This is an optimization exercise on Yosys and OpenROAD, whose aim is small area, a short achievable clock period and few clock cycles per item, not a production implementation.
For this run, only the layout was checked, not whether the RTL still works.
No activity file was given, so power comes from the tool's default toggle rates.

==> design/flow/config.mk <==
export PLATFORM = sky130hd
export DESIGN_NAME = curve_tangler
export DESIGN_NICKNAME = curve_tangler
export VERILOG_FILES = /design/flow/design.v
export SDC_FILE = /design/flow/constraint.sdc
export NUM_CORES = 4
export LEC_CHECK = 0
export CAP_MARGIN = 20
export CORE_MARGIN = 2
export CORE_UTILIZATION = 30
export GPL_ROUTABILITY_DRIVEN = 1
export PLACE_DENSITY = 0.45
export SLEW_MARGIN = 20
==> design/flow/constraint.sdc <==
create_clock -name core_clock -period 10.0 [get_ports {clk}]
set_input_delay 2.0000 -clock core_clock [delete_from_list [all_inputs] [get_ports {clk}]]
set_output_delay 2.0000 -clock core_clock [all_outputs]
set_load 0.01 [all_outputs]
==> design/flow/design.v <==
module curve_tangler (
    input  wire        clk,
    input  wire        rst,         
    input  wire        cmd_valid,
    output wire        cmd_ready,
    input  wire [1:0]  cmd_op,
    input  wire [63:0] cmd_arg,
    output wire        rsp_valid,
    input  wire        rsp_ready,
    output wire [63:0] rsp_data
);
    reg  valid;
    assign cmd_ready = ~valid | rsp_ready;
    assign rsp_valid = valid;
    wire hil = cmd_op[1];
    wire det = cmd_op[0];
    wire [31:0] ex = cmd_arg[63:32];
    wire [31:0] ey = cmd_arg[31:0];
    wire [31:0] lm01, lm10, lv0, lv1;
    genvar k;
    generate for (k = 0; k < 32; k = k + 1) begin : g_leaf
        wire d = ex[k] ^ ey[k];
        wire a = cmd_arg[2*k+1];
        wire b = cmd_arg[2*k];
        assign lm01[k] = ~det & d;
        assign lm10[k] = ~det & ~d;
        assign lv0[k]  = det ? (a & b) : (d & ex[k]);
        assign lv1[k]  = det ? ~(a | b) : ~(d | ex[k]);
    end endgenerate
    wire [31:0] a_m01 = lm01, a_m10 = lm10, a_v0 = lv0, a_v1 = lv1;
    wire s0_c_1;
    assign s0_c_1 = a_v0[31];
    wire s0_p_2;
    assign s0_p_2 = a_v1[31];
    wire s0_c_3;
    assign s0_c_3 = (s0_c_1 ^ (a_m01[30] & s0_p_2) ^ a_v0[30]);
    wire s0_p_4;
    assign s0_p_4 = ((a_m10[30] & s0_c_1) ^ s0_p_2 ^ a_v1[30]);
    wire s0_c_5;
    assign s0_c_5 = (s0_c_3 ^ (a_m01[29] & s0_p_4) ^ a_v0[29]);
    wire s0_p_6;
    assign s0_p_6 = ((a_m10[29] & s0_c_3) ^ s0_p_4 ^ a_v1[29]);
    wire s0_c_7;
    assign s0_c_7 = (s0_c_5 ^ (a_m01[28] & s0_p_6) ^ a_v0[28]);
    wire s0_p_8;
    assign s0_p_8 = ((a_m10[28] & s0_c_5) ^ s0_p_6 ^ a_v1[28]);
    wire gm_9;
    assign gm_9 = ~((a_m01[26] & a_m10[27]));
    wire gm_10;
    assign gm_10 = (a_m01[27] ^ a_m01[26]);
    wire gm_11;
    assign gm_11 = (a_m10[26] ^ a_m10[27]);
    wire gm_12;
    assign gm_12 = ~((a_m10[26] & a_m01[27]));
    wire gm_13;
    assign gm_13 = (a_v0[27] ^ (a_m01[26] & a_v1[27]) ^ a_v0[26]);
    wire gm_14;
    assign gm_14 = ((a_m10[26] & a_v0[27]) ^ a_v1[27] ^ a_v1[26]);
    wire gm_15;
    assign gm_15 = ~((a_m01[24] & a_m10[25]));
    wire gm_16;
    assign gm_16 = (a_m01[25] ^ a_m01[24]);
    wire gm_17;
    assign gm_17 = (a_m10[24] ^ a_m10[25]);
    wire gm_18;
    assign gm_18 = ~((a_m10[24] & a_m01[25]));
    wire gm_19;
    assign gm_19 = (a_v0[25] ^ (a_m01[24] & a_v1[25]) ^ a_v0[24]);
    wire gm_20;
    assign gm_20 = ((a_m10[24] & a_v0[25]) ^ a_v1[25] ^ a_v1[24]);
    wire gm_21;
    assign gm_21 = ((gm_15 & gm_9) ^ (gm_16 & gm_11));
    wire gm_22;
    assign gm_22 = ((gm_15 & gm_10) ^ (gm_16 & gm_12));
    wire gm_23;
    assign gm_23 = ((gm_17 & gm_9) ^ (gm_18 & gm_11));
    wire gm_24;
    assign gm_24 = ((gm_17 & gm_10) ^ (gm_18 & gm_12));
    wire gm_25;
    assign gm_25 = ((gm_15 & gm_13) ^ (gm_16 & gm_14) ^ gm_19);
    wire gm_26;
    assign gm_26 = ((gm_17 & gm_13) ^ (gm_18 & gm_14) ^ gm_20);
    wire gm_27;
    assign gm_27 = ~((a_m01[22] & a_m10[23]));
    wire gm_28;
    assign gm_28 = (a_m01[23] ^ a_m01[22]);
    wire gm_29;
    assign gm_29 = (a_m10[22] ^ a_m10[23]);
    wire gm_30;
    assign gm_30 = ~((a_m10[22] & a_m01[23]));
    wire gm_31;
    assign gm_31 = (a_v0[23] ^ (a_m01[22] & a_v1[23]) ^ a_v0[22]);
    wire gm_32;
    assign gm_32 = ((a_m10[22] & a_v0[23]) ^ a_v1[23] ^ a_v1[22]);
    wire gm_33;
    assign gm_33 = ~((a_m01[20] & a_m10[21]));
    wire gm_34;
    assign gm_34 = (a_m01[21] ^ a_m01[20]);
    wire gm_35;
    assign gm_35 = (a_m10[20] ^ a_m10[21]);
    wire gm_36;
    assign gm_36 = ~((a_m10[20] & a_m01[21]));
    wire gm_37;
    assign gm_37 = (a_v0[21] ^ (a_m01[20] & a_v1[21]) ^ a_v0[20]);
    wire gm_38;
    assign gm_38 = ((a_m10[20] & a_v0[21]) ^ a_v1[21] ^ a_v1[20]);
    wire gm_39;
    assign gm_39 = ((gm_33 & gm_27) ^ (gm_34 & gm_29));
    wire gm_40;
    assign gm_40 = ((gm_33 & gm_28) ^ (gm_34 & gm_30));
    wire gm_41;
    assign gm_41 = ((gm_35 & gm_27) ^ (gm_36 & gm_29));
    wire gm_42;
    assign gm_42 = ((gm_35 & gm_28) ^ (gm_36 & gm_30));
    wire gm_43;
    assign gm_43 = ((gm_33 & gm_31) ^ (gm_34 & gm_32) ^ gm_37);
    wire gm_44;
    assign gm_44 = ((gm_35 & gm_31) ^ (gm_36 & gm_32) ^ gm_38);
    wire gm_45;
    assign gm_45 = ~((a_m01[18] & a_m10[19]));
    wire gm_46;
    assign gm_46 = (a_m01[19] ^ a_m01[18]);
    wire gm_47;
    assign gm_47 = (a_m10[18] ^ a_m10[19]);
    wire gm_48;
    assign gm_48 = ~((a_m10[18] & a_m01[19]));
    wire gm_49;
    assign gm_49 = (a_v0[19] ^ (a_m01[18] & a_v1[19]) ^ a_v0[18]);
    wire gm_50;
    assign gm_50 = ((a_m10[18] & a_v0[19]) ^ a_v1[19] ^ a_v1[18]);
    wire gm_51;
    assign gm_51 = ~((a_m01[16] & a_m10[17]));
    wire gm_52;
    assign gm_52 = (a_m01[17] ^ a_m01[16]);
    wire gm_53;
    assign gm_53 = (a_m10[16] ^ a_m10[17]);
    wire gm_54;
    assign gm_54 = ~((a_m10[16] & a_m01[17]));
    wire gm_55;
    assign gm_55 = (a_v0[17] ^ (a_m01[16] & a_v1[17]) ^ a_v0[16]);
    wire gm_56;
    assign gm_56 = ((a_m10[16] & a_v0[17]) ^ a_v1[17] ^ a_v1[16]);
    wire gm_57;
    assign gm_57 = ((gm_51 & gm_45) ^ (gm_52 & gm_47));
    wire gm_58;
    assign gm_58 = ((gm_51 & gm_46) ^ (gm_52 & gm_48));
    wire gm_59;
    assign gm_59 = ((gm_53 & gm_45) ^ (gm_54 & gm_47));
    wire gm_60;
    assign gm_60 = ((gm_53 & gm_46) ^ (gm_54 & gm_48));
    wire gm_61;
    assign gm_61 = ((gm_51 & gm_49) ^ (gm_52 & gm_50) ^ gm_55);
    wire gm_62;
    assign gm_62 = ((gm_53 & gm_49) ^ (gm_54 & gm_50) ^ gm_56);
    wire gm_63;
    assign gm_63 = ~((a_m01[14] & a_m10[15]));
    wire gm_64;
    assign gm_64 = (a_m01[15] ^ a_m01[14]);
    wire gm_65;
    assign gm_65 = (a_m10[14] ^ a_m10[15]);
    wire gm_66;
    assign gm_66 = ~((a_m10[14] & a_m01[15]));
    wire gm_67;
    assign gm_67 = (a_v0[15] ^ (a_m01[14] & a_v1[15]) ^ a_v0[14]);
    wire gm_68;
    assign gm_68 = ((a_m10[14] & a_v0[15]) ^ a_v1[15] ^ a_v1[14]);
    wire gm_69;
    assign gm_69 = ~((a_m01[12] & a_m10[13]));
    wire gm_70;
    assign gm_70 = (a_m01[13] ^ a_m01[12]);
    wire gm_71;
    assign gm_71 = (a_m10[12] ^ a_m10[13]);
    wire gm_72;
    assign gm_72 = ~((a_m10[12] & a_m01[13]));
    wire gm_73;
    assign gm_73 = (a_v0[13] ^ (a_m01[12] & a_v1[13]) ^ a_v0[12]);
    wire gm_74;
    assign gm_74 = ((a_m10[12] & a_v0[13]) ^ a_v1[13] ^ a_v1[12]);
    wire gm_75;
    assign gm_75 = ((gm_69 & gm_63) ^ (gm_70 & gm_65));
    wire gm_76;
    assign gm_76 = ((gm_69 & gm_64) ^ (gm_70 & gm_66));
    wire gm_77;
    assign gm_77 = ((gm_71 & gm_63) ^ (gm_72 & gm_65));
    wire gm_78;
    assign gm_78 = ((gm_71 & gm_64) ^ (gm_72 & gm_66));
    wire gm_79;
    assign gm_79 = ((gm_69 & gm_67) ^ (gm_70 & gm_68) ^ gm_73);
    wire gm_80;
    assign gm_80 = ((gm_71 & gm_67) ^ (gm_72 & gm_68) ^ gm_74);
    wire gm_81;
    assign gm_81 = ~((a_m01[10] & a_m10[11]));
    wire gm_82;
    assign gm_82 = (a_m01[11] ^ a_m01[10]);
    wire gm_83;
    assign gm_83 = (a_m10[10] ^ a_m10[11]);
    wire gm_84;
    assign gm_84 = ~((a_m10[10] & a_m01[11]));
    wire gm_85;
    assign gm_85 = (a_v0[11] ^ (a_m01[10] & a_v1[11]) ^ a_v0[10]);
    wire gm_86;
    assign gm_86 = ((a_m10[10] & a_v0[11]) ^ a_v1[11] ^ a_v1[10]);
    wire gm_87;
    assign gm_87 = ~((a_m01[8] & a_m10[9]));
    wire gm_88;
    assign gm_88 = (a_m01[9] ^ a_m01[8]);
    wire gm_89;
    assign gm_89 = (a_m10[8] ^ a_m10[9]);
    wire gm_90;
    assign gm_90 = ~((a_m10[8] & a_m01[9]));
    wire gm_91;
    assign gm_91 = (a_v0[9] ^ (a_m01[8] & a_v1[9]) ^ a_v0[8]);
    wire gm_92;
    assign gm_92 = ((a_m10[8] & a_v0[9]) ^ a_v1[9] ^ a_v1[8]);
    wire gm_93;
    assign gm_93 = ((gm_87 & gm_81) ^ (gm_88 & gm_83));
    wire gm_94;
    assign gm_94 = ((gm_87 & gm_82) ^ (gm_88 & gm_84));
    wire gm_95;
    assign gm_95 = ((gm_89 & gm_81) ^ (gm_90 & gm_83));
    wire gm_96;
    assign gm_96 = ((gm_89 & gm_82) ^ (gm_90 & gm_84));
    wire gm_97;
    assign gm_97 = ((gm_87 & gm_85) ^ (gm_88 & gm_86) ^ gm_91);
    wire gm_98;
    assign gm_98 = ((gm_89 & gm_85) ^ (gm_90 & gm_86) ^ gm_92);
    wire gm_99;
    assign gm_99 = ~((a_m01[6] & a_m10[7]));
    wire gm_100;
    assign gm_100 = (a_m01[7] ^ a_m01[6]);
    wire gm_101;
    assign gm_101 = (a_m10[6] ^ a_m10[7]);
    wire gm_102;
    assign gm_102 = ~((a_m10[6] & a_m01[7]));
    wire gm_103;
    assign gm_103 = (a_v0[7] ^ (a_m01[6] & a_v1[7]) ^ a_v0[6]);
    wire gm_104;
    assign gm_104 = ((a_m10[6] & a_v0[7]) ^ a_v1[7] ^ a_v1[6]);
    wire gm_105;
    assign gm_105 = ~((a_m01[4] & a_m10[5]));
    wire gm_106;
    assign gm_106 = (a_m01[5] ^ a_m01[4]);
    wire gm_107;
    assign gm_107 = (a_m10[4] ^ a_m10[5]);
    wire gm_108;
    assign gm_108 = ~((a_m10[4] & a_m01[5]));
    wire gm_109;
    assign gm_109 = (a_v0[5] ^ (a_m01[4] & a_v1[5]) ^ a_v0[4]);
    wire gm_110;
    assign gm_110 = ((a_m10[4] & a_v0[5]) ^ a_v1[5] ^ a_v1[4]);
    wire gm_111;
    assign gm_111 = ((gm_105 & gm_99) ^ (gm_106 & gm_101));
    wire gm_112;
    assign gm_112 = ((gm_105 & gm_100) ^ (gm_106 & gm_102));
    wire gm_113;
    assign gm_113 = ((gm_107 & gm_99) ^ (gm_108 & gm_101));
    wire gm_114;
    assign gm_114 = ((gm_107 & gm_100) ^ (gm_108 & gm_102));
    wire gm_115;
    assign gm_115 = ((gm_105 & gm_103) ^ (gm_106 & gm_104) ^ gm_109);
    wire gm_116;
    assign gm_116 = ((gm_107 & gm_103) ^ (gm_108 & gm_104) ^ gm_110);
    wire gm_117;
    assign gm_117 = ~((a_m01[2] & a_m10[3]));
    wire gm_118;
    assign gm_118 = (a_m01[3] ^ a_m01[2]);
    wire gm_119;
    assign gm_119 = (a_m10[2] ^ a_m10[3]);
    wire gm_120;
    assign gm_120 = ~((a_m10[2] & a_m01[3]));
    wire gm_121;
    assign gm_121 = (a_v0[3] ^ (a_m01[2] & a_v1[3]) ^ a_v0[2]);
    wire gm_122;
    assign gm_122 = ((a_m10[2] & a_v0[3]) ^ a_v1[3] ^ a_v1[2]);
    wire gm_123;
    assign gm_123 = ~((a_m01[0] & a_m10[1]));
    wire gm_124;
    assign gm_124 = (a_m01[1] ^ a_m01[0]);
    wire gm_125;
    assign gm_125 = (a_m10[0] ^ a_m10[1]);
    wire gm_126;
    assign gm_126 = ~((a_m10[0] & a_m01[1]));
    wire gm_127;
    assign gm_127 = (a_v0[1] ^ (a_m01[0] & a_v1[1]) ^ a_v0[0]);
    wire gm_128;
    assign gm_128 = ((a_m10[0] & a_v0[1]) ^ a_v1[1] ^ a_v1[0]);
    wire gm_129;
    assign gm_129 = ((gm_123 & gm_117) ^ (gm_124 & gm_119));
    wire gm_130;
    assign gm_130 = ((gm_123 & gm_118) ^ (gm_124 & gm_120));
    wire gm_131;
    assign gm_131 = ((gm_125 & gm_117) ^ (gm_126 & gm_119));
    wire gm_132;
    assign gm_132 = ((gm_125 & gm_118) ^ (gm_126 & gm_120));
    wire gm_133;
    assign gm_133 = ((gm_123 & gm_121) ^ (gm_124 & gm_122) ^ gm_127);
    wire gm_134;
    assign gm_134 = ((gm_125 & gm_121) ^ (gm_126 & gm_122) ^ gm_128);
    wire skc_135;
    assign skc_135 = ((gm_21 & s0_c_7) ^ (gm_22 & s0_p_8) ^ gm_25);
    wire skp_136;
    assign skp_136 = ((gm_23 & s0_c_7) ^ (gm_24 & s0_p_8) ^ gm_26);
    wire sk_137;
    assign sk_137 = ((gm_57 & gm_39) ^ (gm_58 & gm_41));
    wire sk_138;
    assign sk_138 = ((gm_57 & gm_40) ^ (gm_58 & gm_42));
    wire sk_139;
    assign sk_139 = ((gm_59 & gm_39) ^ (gm_60 & gm_41));
    wire sk_140;
    assign sk_140 = ((gm_59 & gm_40) ^ (gm_60 & gm_42));
    wire sk_141;
    assign sk_141 = ((gm_57 & gm_43) ^ (gm_58 & gm_44) ^ gm_61);
    wire sk_142;
    assign sk_142 = ((gm_59 & gm_43) ^ (gm_60 & gm_44) ^ gm_62);
    wire sk_143;
    assign sk_143 = ((gm_93 & gm_75) ^ (gm_94 & gm_77));
    wire sk_144;
    assign sk_144 = ((gm_93 & gm_76) ^ (gm_94 & gm_78));
    wire sk_145;
    assign sk_145 = ((gm_95 & gm_75) ^ (gm_96 & gm_77));
    wire sk_146;
    assign sk_146 = ((gm_95 & gm_76) ^ (gm_96 & gm_78));
    wire sk_147;
    assign sk_147 = ((gm_93 & gm_79) ^ (gm_94 & gm_80) ^ gm_97);
    wire sk_148;
    assign sk_148 = ((gm_95 & gm_79) ^ (gm_96 & gm_80) ^ gm_98);
    wire sk_149;
    assign sk_149 = ((gm_129 & gm_111) ^ (gm_130 & gm_113));
    wire sk_150;
    assign sk_150 = ((gm_129 & gm_112) ^ (gm_130 & gm_114));
    wire sk_151;
    assign sk_151 = ((gm_131 & gm_111) ^ (gm_132 & gm_113));
    wire sk_152;
    assign sk_152 = ((gm_131 & gm_112) ^ (gm_132 & gm_114));
    wire sk_153;
    assign sk_153 = ((gm_129 & gm_115) ^ (gm_130 & gm_116) ^ gm_133);
    wire sk_154;
    assign sk_154 = ((gm_131 & gm_115) ^ (gm_132 & gm_116) ^ gm_134);
    wire skc_155;
    assign skc_155 = ((gm_39 & skc_135) ^ (gm_40 & skp_136) ^ gm_43);
    wire skp_156;
    assign skp_156 = ((gm_41 & skc_135) ^ (gm_42 & skp_136) ^ gm_44);
    wire skc_157;
    assign skc_157 = ((sk_137 & skc_135) ^ (sk_138 & skp_136) ^ sk_141);
    wire skp_158;
    assign skp_158 = ((sk_139 & skc_135) ^ (sk_140 & skp_136) ^ sk_142);
    wire sk_159;
    assign sk_159 = ((gm_111 & sk_143) ^ (gm_112 & sk_145));
    wire sk_160;
    assign sk_160 = ((gm_111 & sk_144) ^ (gm_112 & sk_146));
    wire sk_161;
    assign sk_161 = ((gm_113 & sk_143) ^ (gm_114 & sk_145));
    wire sk_162;
    assign sk_162 = ((gm_113 & sk_144) ^ (gm_114 & sk_146));
    wire sk_163;
    assign sk_163 = ((gm_111 & sk_147) ^ (gm_112 & sk_148) ^ gm_115);
    wire sk_164;
    assign sk_164 = ((gm_113 & sk_147) ^ (gm_114 & sk_148) ^ gm_116);
    wire sk_165;
    assign sk_165 = ((sk_149 & sk_143) ^ (sk_150 & sk_145));
    wire sk_166;
    assign sk_166 = ((sk_149 & sk_144) ^ (sk_150 & sk_146));
    wire sk_167;
    assign sk_167 = ((sk_151 & sk_143) ^ (sk_152 & sk_145));
    wire sk_168;
    assign sk_168 = ((sk_151 & sk_144) ^ (sk_152 & sk_146));
    wire sk_169;
    assign sk_169 = ((sk_149 & sk_147) ^ (sk_150 & sk_148) ^ sk_153);
    wire sk_170;
    assign sk_170 = ((sk_151 & sk_147) ^ (sk_152 & sk_148) ^ sk_154);
    wire skc_171;
    assign skc_171 = ((gm_75 & skc_157) ^ (gm_76 & skp_158) ^ gm_79);
    wire skp_172;
    assign skp_172 = ((gm_77 & skc_157) ^ (gm_78 & skp_158) ^ gm_80);
    wire skc_173;
    assign skc_173 = ((sk_143 & skc_157) ^ (sk_144 & skp_158) ^ sk_147);
    wire skp_174;
    assign skp_174 = ((sk_145 & skc_157) ^ (sk_146 & skp_158) ^ sk_148);
    wire skc_175;
    assign skc_175 = ((sk_159 & skc_157) ^ (sk_160 & skp_158) ^ sk_163);
    wire skp_176;
    assign skp_176 = ((sk_161 & skc_157) ^ (sk_162 & skp_158) ^ sk_164);
    wire skc_177;
    assign skc_177 = ((sk_165 & skc_157) ^ (sk_166 & skp_158) ^ sk_169);
    wire skp_178;
    assign skp_178 = ((sk_167 & skc_157) ^ (sk_168 & skp_158) ^ sk_170);
    wire [31:0] sc, sp;    
    assign sc[31] = 1'b0;
    assign sp[31] = 1'b0;
    wire wkc_179;
    assign wkc_179 = a_v0[31];
    wire wkp_180;
    assign wkp_180 = a_v1[31];
    assign sc[30] = wkc_179;
    assign sp[30] = wkp_180;
    wire wkc_181;
    assign wkc_181 = (wkc_179 ^ (a_m01[30] & wkp_180) ^ a_v0[30]);
    wire wkp_182;
    assign wkp_182 = ((a_m10[30] & wkc_179) ^ wkp_180 ^ a_v1[30]);
    assign sc[29] = wkc_181;
    assign sp[29] = wkp_182;
    wire wkc_183;
    assign wkc_183 = (wkc_181 ^ (a_m01[29] & wkp_182) ^ a_v0[29]);
    wire wkp_184;
    assign wkp_184 = ((a_m10[29] & wkc_181) ^ wkp_182 ^ a_v1[29]);
    assign sc[28] = wkc_183;
    assign sp[28] = wkp_184;
    assign sc[27] = s0_c_7;
    assign sp[27] = s0_p_8;
    wire wkc_185;
    assign wkc_185 = (s0_c_7 ^ (a_m01[27] & s0_p_8) ^ a_v0[27]);
    wire wkp_186;
    assign wkp_186 = ((a_m10[27] & s0_c_7) ^ s0_p_8 ^ a_v1[27]);
    assign sc[26] = wkc_185;
    assign sp[26] = wkp_186;
    wire wkc_187;
    assign wkc_187 = (wkc_185 ^ (a_m01[26] & wkp_186) ^ a_v0[26]);
    wire wkp_188;
    assign wkp_188 = ((a_m10[26] & wkc_185) ^ wkp_186 ^ a_v1[26]);
    assign sc[25] = wkc_187;
    assign sp[25] = wkp_188;
    wire wkc_189;
    assign wkc_189 = (wkc_187 ^ (a_m01[25] & wkp_188) ^ a_v0[25]);
    wire wkp_190;
    assign wkp_190 = ((a_m10[25] & wkc_187) ^ wkp_188 ^ a_v1[25]);
    assign sc[24] = wkc_189;
    assign sp[24] = wkp_190;
    assign sc[23] = skc_135;
    assign sp[23] = skp_136;
    wire wkc_191;
    assign wkc_191 = (skc_135 ^ (a_m01[23] & skp_136) ^ a_v0[23]);
    wire wkp_192;
    assign wkp_192 = ((a_m10[23] & skc_135) ^ skp_136 ^ a_v1[23]);
    assign sc[22] = wkc_191;
    assign sp[22] = wkp_192;
    wire wkc_193;
    assign wkc_193 = (wkc_191 ^ (a_m01[22] & wkp_192) ^ a_v0[22]);
    wire wkp_194;
    assign wkp_194 = ((a_m10[22] & wkc_191) ^ wkp_192 ^ a_v1[22]);
    assign sc[21] = wkc_193;
    assign sp[21] = wkp_194;
    wire wkc_195;
    assign wkc_195 = (wkc_193 ^ (a_m01[21] & wkp_194) ^ a_v0[21]);
    wire wkp_196;
    assign wkp_196 = ((a_m10[21] & wkc_193) ^ wkp_194 ^ a_v1[21]);
    assign sc[20] = wkc_195;
    assign sp[20] = wkp_196;
    assign sc[19] = skc_155;
    assign sp[19] = skp_156;
    wire wkc_197;
    assign wkc_197 = (skc_155 ^ (a_m01[19] & skp_156) ^ a_v0[19]);
    wire wkp_198;
    assign wkp_198 = ((a_m10[19] & skc_155) ^ skp_156 ^ a_v1[19]);
    assign sc[18] = wkc_197;
    assign sp[18] = wkp_198;
    wire wkc_199;
    assign wkc_199 = (wkc_197 ^ (a_m01[18] & wkp_198) ^ a_v0[18]);
    wire wkp_200;
    assign wkp_200 = ((a_m10[18] & wkc_197) ^ wkp_198 ^ a_v1[18]);
    assign sc[17] = wkc_199;
    assign sp[17] = wkp_200;
    wire wkc_201;
    assign wkc_201 = (wkc_199 ^ (a_m01[17] & wkp_200) ^ a_v0[17]);
    wire wkp_202;
    assign wkp_202 = ((a_m10[17] & wkc_199) ^ wkp_200 ^ a_v1[17]);
    assign sc[16] = wkc_201;
    assign sp[16] = wkp_202;
    assign sc[15] = skc_157;
    assign sp[15] = skp_158;
    wire wkc_203;
    assign wkc_203 = (skc_157 ^ (a_m01[15] & skp_158) ^ a_v0[15]);
    wire wkp_204;
    assign wkp_204 = ((a_m10[15] & skc_157) ^ skp_158 ^ a_v1[15]);
    assign sc[14] = wkc_203;
    assign sp[14] = wkp_204;
    wire wkc_205;
    assign wkc_205 = (wkc_203 ^ (a_m01[14] & wkp_204) ^ a_v0[14]);
    wire wkp_206;
    assign wkp_206 = ((a_m10[14] & wkc_203) ^ wkp_204 ^ a_v1[14]);
    assign sc[13] = wkc_205;
    assign sp[13] = wkp_206;
    wire wkc_207;
    assign wkc_207 = (wkc_205 ^ (a_m01[13] & wkp_206) ^ a_v0[13]);
    wire wkp_208;
    assign wkp_208 = ((a_m10[13] & wkc_205) ^ wkp_206 ^ a_v1[13]);
    assign sc[12] = wkc_207;
    assign sp[12] = wkp_208;
    assign sc[11] = skc_171;
    assign sp[11] = skp_172;
    wire wkc_209;
    assign wkc_209 = (skc_171 ^ (a_m01[11] & skp_172) ^ a_v0[11]);
    wire wkp_210;
    assign wkp_210 = ((a_m10[11] & skc_171) ^ skp_172 ^ a_v1[11]);
    assign sc[10] = wkc_209;
    assign sp[10] = wkp_210;
    wire wkc_211;
    assign wkc_211 = (wkc_209 ^ (a_m01[10] & wkp_210) ^ a_v0[10]);
    wire wkp_212;
    assign wkp_212 = ((a_m10[10] & wkc_209) ^ wkp_210 ^ a_v1[10]);
    assign sc[9] = wkc_211;
    assign sp[9] = wkp_212;
    wire wkc_213;
    assign wkc_213 = (wkc_211 ^ (a_m01[9] & wkp_212) ^ a_v0[9]);
    wire wkp_214;
    assign wkp_214 = ((a_m10[9] & wkc_211) ^ wkp_212 ^ a_v1[9]);
    assign sc[8] = wkc_213;
    assign sp[8] = wkp_214;
    assign sc[7] = skc_173;
    assign sp[7] = skp_174;
    wire wkc_215;
    assign wkc_215 = (skc_173 ^ (a_m01[7] & skp_174) ^ a_v0[7]);
    wire wkp_216;
    assign wkp_216 = ((a_m10[7] & skc_173) ^ skp_174 ^ a_v1[7]);
    assign sc[6] = wkc_215;
    assign sp[6] = wkp_216;
    wire wkc_217;
    assign wkc_217 = (wkc_215 ^ (a_m01[6] & wkp_216) ^ a_v0[6]);
    wire wkp_218;
    assign wkp_218 = ((a_m10[6] & wkc_215) ^ wkp_216 ^ a_v1[6]);
    assign sc[5] = wkc_217;
    assign sp[5] = wkp_218;
    wire wkc_219;
    assign wkc_219 = (wkc_217 ^ (a_m01[5] & wkp_218) ^ a_v0[5]);
    wire wkp_220;
    assign wkp_220 = ((a_m10[5] & wkc_217) ^ wkp_218 ^ a_v1[5]);
    assign sc[4] = wkc_219;
    assign sp[4] = wkp_220;
    assign sc[3] = skc_175;
    assign sp[3] = skp_176;
    wire wkc_221;
    assign wkc_221 = (skc_175 ^ (a_m01[3] & skp_176) ^ a_v0[3]);
    wire wkp_222;
    assign wkp_222 = ((a_m10[3] & skc_175) ^ skp_176 ^ a_v1[3]);
    assign sc[2] = wkc_221;
    assign sp[2] = wkp_222;
    wire wkc_223;
    assign wkc_223 = (wkc_221 ^ (a_m01[2] & wkp_222) ^ a_v0[2]);
    wire wkp_224;
    assign wkp_224 = ((a_m10[2] & wkc_221) ^ wkp_222 ^ a_v1[2]);
    assign sc[1] = wkc_223;
    assign sp[1] = wkp_224;
    wire wkc_225;
    assign wkc_225 = (wkc_223 ^ (a_m01[1] & wkp_224) ^ a_v0[1]);
    wire wkp_226;
    assign wkp_226 = ((a_m10[1] & wkc_223) ^ wkp_224 ^ a_v1[1]);
    assign sc[0] = wkc_225;
    assign sp[0] = wkp_226;
    wire [63:0] nxt;
    wire [31:0] ent_hi, ent_lo, det_hi, det_lo;
    generate for (k = 0; k < 32; k = k + 1) begin : g_out
        wire x = ex[k];
        wire y = ey[k];
        wire d = x ^ y;
        wire a = cmd_arg[2*k+1];
        wire b = cmd_arg[2*k];
        wire hx = a ^ sc[k] ^ (b & (sc[k] ^ sp[k]));
        assign ent_hi[k] = cmd_op[1] ? (x ^ (d ? sp[k] : sc[k])) : y;
        assign ent_lo[k] = cmd_op[1] ? d : x;
        assign det_hi[k] = cmd_op[1] ? hx : b;
        assign det_lo[k] = cmd_op[1] ? (hx ^ b) : a;
    end endgenerate
    assign nxt[0] = cmd_op[0] ? det_lo[0] : ent_lo[0];
    assign nxt[1] = cmd_op[0] ? det_lo[1] : ent_hi[0];
    assign nxt[2] = cmd_op[0] ? det_lo[2] : ent_lo[1];
    assign nxt[3] = cmd_op[0] ? det_lo[3] : ent_hi[1];
    assign nxt[4] = cmd_op[0] ? det_lo[4] : ent_lo[2];
    assign nxt[5] = cmd_op[0] ? det_lo[5] : ent_hi[2];
    assign nxt[6] = cmd_op[0] ? det_lo[6] : ent_lo[3];
    assign nxt[7] = cmd_op[0] ? det_lo[7] : ent_hi[3];
    assign nxt[8] = cmd_op[0] ? det_lo[8] : ent_lo[4];
    assign nxt[9] = cmd_op[0] ? det_lo[9] : ent_hi[4];
    assign nxt[10] = cmd_op[0] ? det_lo[10] : ent_lo[5];
    assign nxt[11] = cmd_op[0] ? det_lo[11] : ent_hi[5];
    assign nxt[12] = cmd_op[0] ? det_lo[12] : ent_lo[6];
    assign nxt[13] = cmd_op[0] ? det_lo[13] : ent_hi[6];
    assign nxt[14] = cmd_op[0] ? det_lo[14] : ent_lo[7];
    assign nxt[15] = cmd_op[0] ? det_lo[15] : ent_hi[7];
    assign nxt[16] = cmd_op[0] ? det_lo[16] : ent_lo[8];
    assign nxt[17] = cmd_op[0] ? det_lo[17] : ent_hi[8];
    assign nxt[18] = cmd_op[0] ? det_lo[18] : ent_lo[9];
    assign nxt[19] = cmd_op[0] ? det_lo[19] : ent_hi[9];
    assign nxt[20] = cmd_op[0] ? det_lo[20] : ent_lo[10];
    assign nxt[21] = cmd_op[0] ? det_lo[21] : ent_hi[10];
    assign nxt[22] = cmd_op[0] ? det_lo[22] : ent_lo[11];
    assign nxt[23] = cmd_op[0] ? det_lo[23] : ent_hi[11];
    assign nxt[24] = cmd_op[0] ? det_lo[24] : ent_lo[12];
    assign nxt[25] = cmd_op[0] ? det_lo[25] : ent_hi[12];
    assign nxt[26] = cmd_op[0] ? det_lo[26] : ent_lo[13];
    assign nxt[27] = cmd_op[0] ? det_lo[27] : ent_hi[13];
    assign nxt[28] = cmd_op[0] ? det_lo[28] : ent_lo[14];
    assign nxt[29] = cmd_op[0] ? det_lo[29] : ent_hi[14];
    assign nxt[30] = cmd_op[0] ? det_lo[30] : ent_lo[15];
    assign nxt[31] = cmd_op[0] ? det_lo[31] : ent_hi[15];
    assign nxt[32] = cmd_op[0] ? det_hi[0] : ent_lo[16];
    assign nxt[33] = cmd_op[0] ? det_hi[1] : ent_hi[16];
    assign nxt[34] = cmd_op[0] ? det_hi[2] : ent_lo[17];
    assign nxt[35] = cmd_op[0] ? det_hi[3] : ent_hi[17];
    assign nxt[36] = cmd_op[0] ? det_hi[4] : ent_lo[18];
    assign nxt[37] = cmd_op[0] ? det_hi[5] : ent_hi[18];
    assign nxt[38] = cmd_op[0] ? det_hi[6] : ent_lo[19];
    assign nxt[39] = cmd_op[0] ? det_hi[7] : ent_hi[19];
    assign nxt[40] = cmd_op[0] ? det_hi[8] : ent_lo[20];
    assign nxt[41] = cmd_op[0] ? det_hi[9] : ent_hi[20];
    assign nxt[42] = cmd_op[0] ? det_hi[10] : ent_lo[21];
    assign nxt[43] = cmd_op[0] ? det_hi[11] : ent_hi[21];
    assign nxt[44] = cmd_op[0] ? det_hi[12] : ent_lo[22];
    assign nxt[45] = cmd_op[0] ? det_hi[13] : ent_hi[22];
    assign nxt[46] = cmd_op[0] ? det_hi[14] : ent_lo[23];
    assign nxt[47] = cmd_op[0] ? det_hi[15] : ent_hi[23];
    assign nxt[48] = cmd_op[0] ? det_hi[16] : ent_lo[24];
    assign nxt[49] = cmd_op[0] ? det_hi[17] : ent_hi[24];
    assign nxt[50] = cmd_op[0] ? det_hi[18] : ent_lo[25];
    assign nxt[51] = cmd_op[0] ? det_hi[19] : ent_hi[25];
    assign nxt[52] = cmd_op[0] ? det_hi[20] : ent_lo[26];
    assign nxt[53] = cmd_op[0] ? det_hi[21] : ent_hi[26];
    assign nxt[54] = cmd_op[0] ? det_hi[22] : ent_lo[27];
    assign nxt[55] = cmd_op[0] ? det_hi[23] : ent_hi[27];
    assign nxt[56] = cmd_op[0] ? det_hi[24] : ent_lo[28];
    assign nxt[57] = cmd_op[0] ? det_hi[25] : ent_hi[28];
    assign nxt[58] = cmd_op[0] ? det_hi[26] : ent_lo[29];
    assign nxt[59] = cmd_op[0] ? det_hi[27] : ent_hi[29];
    assign nxt[60] = cmd_op[0] ? det_hi[28] : ent_lo[30];
    assign nxt[61] = cmd_op[0] ? det_hi[29] : ent_hi[30];
    assign nxt[62] = cmd_op[0] ? det_hi[30] : ent_lo[31];
    assign nxt[63] = cmd_op[0] ? det_hi[31] : ent_hi[31];
    reg  [63:0] result;
    assign rsp_data = result;
    always @(posedge clk) begin
        if (rst)
            valid <= 1'b0;
        else if (cmd_ready)
            valid <= cmd_valid;
        if (cmd_ready)
            result <= nxt;
    end
endmodule
==> design/flow/run.sh <==
#!/bin/bash
# synth_recipe.tcl (not shown) runs the flow's synth.tcl, then flattens the netlist and writes it again
# the make line also repeats each setting of config.mk as NAME=value (left out here)
make -C /OpenROAD-flow-scripts/flow DESIGN_CONFIG=/design/flow/config.mk WORK_HOME=/design/flow/orfs CLKGATE_MAP_FILE= SYNTH_SCRIPT=/design/flow/synth_recipe.tcl finish
==> results.txt <==
through the flow:
step                      utilization (%)  total power [µW]
final                                36.1              4900
after global routing                 36.1              5260
after CTS                            36.1              4880
after detailed placement             35.4              4550
after global placement               35.4              4540
after floorplan                         -              3420
logic make-up (layout without fill, tap and decap cells):
family,after synthesis,in the layout
AND/OR/NAND/NOR,502,502
flip-flops,65,65
multiplexers,88,88
AO/OA/AOI/OAI,409,409
buffers and inverters,190,294
XOR/XNOR,263,263
adder cells (fa/ha/maj),62,62
power by group:
part           switching [µW]  internal [µW]  leakage, µW
Sequential               35.1            446     0.000673
Clock                     116            193     0.000139
Combinational            2290           1820      0.00492
Total                    2450           2450      0.00573
critical path: cells and delay by family:
family	cells	cell delay, ns
xor+xnor	8	2.30
simple gates	6	2.03
compound gates	5	1.36
buf+inv	2	0.89
mux	2	0.41
fa+ha+maj	1	0.29
cell usage in the layout (no fill, tap or decap), types with 10 or more instances in the layout:
cell,instances
xor2_1,52
a21oi_1,99
xnor3_1,10
inv_1,86
o211a_1,10
mux2i_1,52
a31oi_1,21
and2_1,13
nor3_1,43
a211o_1,10
nand2b_1,13
o21ai_0,102
nor4_1,12
edfxtp_1,64
o31ai_1,13
o211ai_1,22
ha_1,62
nand2_1,143
nand3_1,35
buf_4,52
nor2b_1,28
nor2_1,134
and3_1,11
clkdlybuf4s50_1,133
a211oi_1,27
mux4_2,27
xnor2_1,186
worst max path at each step:
stage,startpoint,endpoint,slack [ns],depth (start not counted)
3_5_place_dp,cmd_arg[31],result[8],0.55,24
2_1_floorplan,cmd_arg[30],result[19],1.69,24
4_1_cts,cmd_arg[31],result[8],0.87,24
5_1_grt,cmd_arg[31],result[9],0.40,24
3_3_place_gp,cmd_arg[31],result[32],0.60,24
6_report,cmd_arg[31],result[8],0.82,24
sequential cells by signal (all words and copies together) (netlist names):
| register | flops |
|---|---|
| result | 64 |
| valid | 1 |
cells in the mapped netlist (9+ instances only):
master      n
a211o_1    10
a211oi_1   27
a21boi_0    9
a21oi_1    99
a31oi_1    21
and2_1     13
and3_1     11
buf_1      12
buf_2      11
clkbuf_1   71
edfxtp_1   64
ha_1       62
inv_1      86
mux2i_1    52
mux4_2     27
nand2_1   143
nand2b_1   14
nand3_1    35
nand4_1     9
nor2_1    134
nor2b_1    28
nor3_1     43
nor4_1     12
o211a_1    10
o211ai_1   22
o21ai_0   102
o31ai_1    13
xnor2_1   186
xnor3_1    10
xor2_1     52
final cells by class:
| cell class | instances | area, µm² |
|---|---|---|
| Fill cell | 4350 | 26200 |
| Multi-Input combinational cell | 1324 | 9840 |
| Sequential cell | 65 | 1940 |
| Timing Repair Buffer | 186 | 1730 |
| Tap cell | 532 | 666 |
| Inverter | 92 | 348 |
| Clock buffer | 11 | 233 |
| Clock inverter | 5 | 56.3 |
metal layers:
layer | global-route usage (%) | share of wire, % | vias up
met5 | 0 | 0.027 | -
met4 | 3.97 | 1.3 | 2
met3 | 1.45 | 4.8 | 30
met2 | 34.9 | 44 | 358
met1 | 33.1 | 49 | 5741
li1 | - | - | 5892
==> impl_metrics.csv <==
group,metric,value,unit
run_status,status,"finished clean",
place,dp_hpwl,39.9,mm
floorplan,die_w,208,µm
layout,synthToLayoutAreaGrowth,18.3,%
sta,worst_clock_skew,0.00691,ns
sta,worstMarginPinSlew,0.863,ns
global_route,antenna_found_initial,3,
sta,tns,0,ns
synth,synth_seq_cells,65,
sta,slew_violations,0,
synth,syn-instance-count,1579,
synth,avgSynthCellArea,7.93,µm²
clock_tree,clk_path_buf_depth,2,
routing,wl_per_cell,22.0,µm
global_route,grt_max_degree,66,
sta,hold_viol,0,
routing,post-route-drc-count,0,
sta,max_slew_margin,42.4,%
worst_hold_path,hold_path_depth,2,
worst_setup_path,worstPathArrival,9.30,ns
floorplan,die_h,208,µm
layout,final_cell_area,14800,µm²
layout,stdcell_count,2215,
worst_hold_path,hp-class,"register to register",
floorplan,fp-row-count,74,
floorplan,ioPinCount,136,
synth,synthFlopType,"edfxtp_1",
clock_tree,cts_setup_buffers,0,
clock_tree,cts_tree,"built",
global_route,grt_usage,22.1,%
synth,synth_xor_area_share,21.1,%
clock_tree,cts_root_buf,"clkbuf_16",
worst_setup_path,worst-path-max-fanout,8,
place,io_buffers,135,
synth,yosys.area_share.adder,6.20,%
run,max-cap-violations,0,
global_route,grt_pass1_vias,11100,
synth,syn-num-nets,1711,
power_and_ir_drop,cellPowerDensity,331,nW/µm²
routing,vias_per_cell,5.43,
worst_setup_path,r2r_cells,2,
synth,synth_compound_area_share,21.6,%
sta,holdWs,1.10,ns
clock_tree,clk_pin_slew,0.06,ns
routing,drtIter0Drc,1035,
clock_tree,hold_buffers,0,
place,pre_cts_ws,0.550,ns
clock_tree,htree_num_levels,3,
worst_setup_path,crit_slowest_cell,"clkdlybuf4s50_1",
floorplan,core,41000,µm²
synth,synthTopCellsByArea,"edfxtp_1 15%, xnor2_1 13%, ha_1 6.2%",
synth,synthSimpleGateAreaFrac,19.7,%
synth,synth_top_family_by_area,"compound AO/OA/AOI/OAI gates",
worst_setup_path,start_kind,"primary input",
worst_hold_path,hold_end,"result[11]",
power_and_ir_drop,p_leak,0.00573,µW
layout,layout-drive-gt1-share,9.33,%
synth,synth_top_area_cell,"edfxtp_1",
synth,async_flop_share,0,%
clock_tree,numCtsBuffers,9,
synth,ys_warn_count,1,
worst_setup_path,max_stage_delay,0.73,ns
clock_tree,cts_resized,0,
worst_setup_path,timing.reg2reg.setup_slack,8.49,ns
synth,ys_seq_area_share,15.5,%
sta,rsz0062_at_grt,"no",
worst_setup_path,required,10.12,ns
sta,min_period,9.18,ns
worst_setup_path,reg2reg_from,"valid",
sta,setup_ws,0.820,ns
layout,diodes,0,
global_route,grt_pass1_wl,72.8,mm
worst_setup_path,critPathCaptureType,"register",
clock_tree,clock_latency,0.33,ns
synth,synthMuxAreaShare,9.85,%
worst_setup_path,r2r-end,"result[50]",
worst_setup_path,cp_cell_sequence,"clkdlybuf4s50_1 -> inv_1 -> ha_1 -> xnor2_2 -> xor2_2 -> mux2i_1 -> xor2_1 -> or3_2 -> xnor2_4 -> a211o_1 -> a211o_1 -> and4_4 -> or3_1 -> a21oi_2 -> xor3_2 -> or4_1 -> a21boi_0 -> nor3_1 -> xnor2_1 -> xor2_1 -> xnor2_1 -> mux2i_1 -> and3_1 -> o31ai_1",
synth,ys_types,104,
routing,ant_nets,0,
worst_setup_path,path_class,"primary input to register",
floorplan,start_util,30.5,%
sta,fmax,0.109,GHz
place,placed_area,14500,µm²
power_and_ir_drop,ir_drop,0.158,mV
routing,first_pass_iters,5,
routing,routed_wl,48.8,mm
layout,nets,1810,
global_route,grt.overflow.total,0,
place,gp_congestion,0.909,
worst_hold_path,holdCritStartpoint,"valid",
place,dp_cells,2199,
synth,synth_largest_type_area_fraction,15.3,%
sta,fin_crit_sh,91.8,%
synth,synth_edf_count,64,
floorplan,die-area,43400,µm²
routing,vias,12000,
clock_tree,cts_sinks,65,
synth,synthesis.area,12500,µm²
sta,setup_viol,0,

## afterwards: timing with drivers on the ports
The flow's constraints put no driver on any port. The routed layout listed below was extracted and timed again, unchanged, in two steps. Step 1 assumes that a clkbuf_16 drives the clock port and a buf_2 every other input. Step 2, shift: input delay + t, output delay - t, t = (earliest + latest rising clock arrival at the registers) / 2. This alone moves slack from input paths to output paths. a / b / c = ideal ports / drivers / drivers and shift; a / b = the first two.
t, ns: 0.371
setup slack, ns: 0.820 / 0.832 / 0.460
pins driven straight from the clock port: 1
After both steps this run still meets setup and hold. For this run, drivers alone change the setup slack by +0.012 ns; drivers and shift together by -0.360 ns.
